From an optimization exercise on the open Yosys and OpenROAD flow, aimed at small area, a short achievable clock period and few clock cycles; shortcuts taken in it are not production practice. The RTL was checked by simulation tests, not by an equivalence proof against the original design. Power is estimated from default activity; no workload was simulated.

== job 101 ==
## hobd_core
module hobd_core (
    input             clk,
    input             rst,
    input             p_valid,
    input      [9:0]  p_word,
    output     [1:0]  p_resp,
    input             c_valid,
    input      [3:0]  c_op,
    output            c_ready,
    output            c_done,
    output     [1:0]  c_ref,
    output     [31:0] c_resp,
    output            tx_valid,
    output     [31:0] tx_id,
    output     [3:0]  tx_dlc,
    output     [63:0] tx_data,
    input             tx_fail,
    output            diag_valid,
    output     [7:0]  diag_code,
    output            msg_valid,
    output     [7:0]  msg_type,
    output     [7:0]  msg_len,
    output reg        rx_en
);
    localparam FRAME_SYNC = 8'hFA;
    localparam MSG_DATA   = 8'h36;
    localparam OP_NOP = 4'h0, OP_INIT = 4'h1, OP_ENABLE = 4'h2, OP_DISABLE = 4'h3,
               OP_UPDATE = 4'h4, OP_RB_INIT = 4'h5, OP_RB_FLUSH = 4'h6, OP_RB_GET = 4'h7,
               OP_DEC_STEP = 4'h8, OP_PUBLISH = 4'h9, OP_RD_STATUS = 4'hA, OP_RD_COUNT = 4'hB;
    localparam L_UNINIT = 2'd0, L_DISABLED = 2'd1, L_ENABLED = 2'd2;
    localparam D_IDLE = 2'd0, D_LEN = 2'd1, D_PAYLOAD = 2'd2, D_CSUM = 2'd3;
    localparam W_TYPE = 2'd0, W_HI = 2'd1, W_LO = 2'd2, W_SZ = 2'd3;
    localparam S_IDLE = 3'd0, S_UPD = 3'd1, S_PUB = 3'd2, S_STEP = 3'd3, S_GET = 3'd4;
    reg [7:0]  buf_mem [0:63];
    reg [5:0]  head, tail, dptr;
  ...
export LEC_CHECK = 0
export ABC_CLOCK_PERIOD_IN_PS = 5000
export CAP_MARGIN = 20
export CORE_MARGIN = 2
export CORE_UTILIZATION = 50
export CTS_CLUSTER_DIAMETER = 100
export CTS_CLUSTER_SIZE = 28
export SETUP_SLACK_MARGIN = 5
export SLEW_MARGIN = 20
create_clock -name core_clock -period 10.0 [get_ports {clk}]
standard.sh (not shown) runs the stock make flow with config.mk's settings and CLKGATE_MAP_FILE= SYNTH_SCRIPT=/design/flow/synth_recipe.tcl, a recipe that flattens the netlist after the stock synthesis.
==> flow/flow/run.sh <==
#!/bin/bash
set -euo pipefail
cd "$(dirname "$0")/.."
bash standard.sh SETUP_SLACK_MARGIN=5.55 \
  "BUFFER_PORTS_ARGS=-buffer_cell sky130_fd_sc_hd__buf_4" finish > flow_make.log 2>&1
Testbench counts of job 101, summed over its fixed seeds: cycles 39,405.
Relative to job 101, the following input files were edited for job 102:
# job 101
export LEC_CHECK = 0
export ABC_CLOCK_PERIOD_IN_PS = 5000
export CAP_MARGIN = 20
export CORE_MARGIN = 2
export CORE_UTILIZATION = 50
export CTS_CLUSTER_DIAMETER = 100
export CTS_CLUSTER_SIZE = 28
export SETUP_SLACK_MARGIN = 5
export SLEW_MARGIN = 20
create_clock -name core_clock -period 10.0 [get_ports {clk}]
# job 102
export LEC_CHECK = 0
export ABC_CLOCK_PERIOD_IN_PS = 5000
export CAP_MARGIN = 20
export CORE_MARGIN = 2
export CORE_UTILIZATION = 75
export CTS_CLUSTER_DIAMETER = 70
export CTS_CLUSTER_SIZE = 30
export PLACE_DENSITY = 0.82
export SETUP_SLACK_MARGIN = 5
export SLEW_MARGIN = 20
create_clock -name core_clock -period 10.0 [get_ports {clk}]
==> flow/flow/run.sh <==
#!/bin/bash
set -euo pipefail
cd "$(dirname "$0")/.."
bash standard.sh SETUP_SLACK_MARGIN=5.5 \
  "BUFFER_PORTS_ARGS=-buffer_cell sky130_fd_sc_hd__buf_4" finish > flow_make.log 2>&1
Notes after the runs:
- In the tables for job 101 and job 102, combinational share of power reads lower with job 102.
- The core of job 102 is more densely filled than that of job 101.
- Going from job 101 to job 102, the flip-flop and latch share of the layout cell area was found to have gone up by 1.3 points.
- Summary — layout overhead on the synthesized area, job 102 relative to job 101: lower, by 2.0 points.
- Max count of buffers added by post-CTS timing repair for setup across job 101 and job 102: job 101
- Diff job 101 -> job 102 | clock insertion delay at the later pin of the skew report | increase of 0.03 ns
- Compared with job 101, in job 102 number of maximum-capacitance constraint violations closely matched the old numbers; critical path depth in cells increased by 2 relative to the old numbers; non-filler instance count after layout decreased by about 11% relative to the old numbers.
#### Input delta (job 103 over job 102)
# job 102
export LEC_CHECK = 0
export ABC_CLOCK_PERIOD_IN_PS = 5000
export CAP_MARGIN = 20
export CORE_MARGIN = 2
export CORE_UTILIZATION = 75
export CTS_CLUSTER_DIAMETER = 70
export CTS_CLUSTER_SIZE = 30
export PLACE_DENSITY = 0.82
export SETUP_SLACK_MARGIN = 5
export SLEW_MARGIN = 20
create_clock -name core_clock -period 10.0 [get_ports {clk}]
# job 103
export LEC_CHECK = 0
export ABC_CLOCK_PERIOD_IN_PS = 5000
export CAP_MARGIN = 20
export CORE_MARGIN = 2
export CORE_UTILIZATION = 60
export CTS_CLUSTER_DIAMETER = 80
export CTS_CLUSTER_SIZE = 30
export PLACE_DENSITY = 0.68
export SETUP_SLACK_MARGIN = 5
export SLEW_MARGIN = 20
create_clock -name core_clock -period 10.0 [get_ports {clk}]
==> run notes <==
- Hold slack of job 102 is on par with job 103.
- [job 103] final total power fell 1.6% relative to job 102
- Job 103 gives less sequential share of layout area than job 102 did.

========
Another version of the RTL of hobd_core (not shown whole).
Size: roughly 4,500 cells after synthesis, about 2,200 flip-flops, about 190 I/O pins, roughly 82,000 µm² of cells after synthesis.
export LEC_CHECK = 0
export ABC_CLOCK_PERIOD_IN_PS = 5000
export CAP_MARGIN = 20
export CORE_MARGIN = 2
export CORE_UTILIZATION = 40
export CTS_CLUSTER_DIAMETER = 120
export CTS_CLUSTER_SIZE = 30
export SETUP_SLACK_MARGIN = 5
export SLEW_MARGIN = 20
create_clock -name core_clock -period 10.0 [get_ports {clk}]
==> flow/flow/run.sh <==
#!/bin/bash
set -euo pipefail
cd "$(dirname "$0")/.."
bash standard.sh SETUP_SLACK_MARGIN=5.5 \
  "BUFFER_PORTS_ARGS=-buffer_cell sky130_fd_sc_hd__buf_4" finish > flow_make.log 2>&1
Testbench counts at the start, summed over its fixed seeds: cycles 39,367.
Then changed:
- CTS_CLUSTER_DIAMETER: 120 -> default
- CTS_CLUSTER_SIZE: 30 -> default
After rerunning: The changed run completed without violations; routed wire length rose by 2.2%; combinational power is about the same; synthesized area is unchanged; cell area rises by 5.7%; cell count rose by 4.0%; first-iteration DRC count shrinks by 1.6%; clock skew came out higher by 19 ps.

[separate check: timing with driven ports]
The flow's constraints put no driver on any port. The routed layouts listed below were extracted and timed again, unchanged, in two steps. Step 1, drivers: a clkbuf_16 drives clk and a buf_2 each remaining input, both assumed. Step 2 moves the port delays by t, midway between the first and last clock arrival at a register: inputs arrive t later, outputs are due t later. That takes back most of the time a late clock gives input paths. a / b / c = ideal ports / drivers / drivers and shift; a / b = the first two.
run	t, ns	setup slack, ns	worst setup path after step 2	worst register clock-pin slew, ns	pins driven straight from the clock port
job 101	0.815	5.400 / 5.317 / 4.901	input to register	0.12 / 0.12	1
job 102	0.819	5.245 / 5.166 / 4.616	input to register	0.12 / 0.12	1
job 103	0.815	5.407 / 5.327 / 4.812	input to register	0.11 / 0.11	1
the first run of note 2	0.818	5.407 / 5.330 / 4.825	input to register	0.12 / 0.12	1
the second run of note 2	0.902	5.399 / 5.324 / 4.680	input to register	0.07 / 0.07	1
After both steps every run listed still meets setup and hold. For the second run of note 2, which loses most, drivers alone change the setup slack by -0.075 ns; drivers and shift together by -0.719 ns.
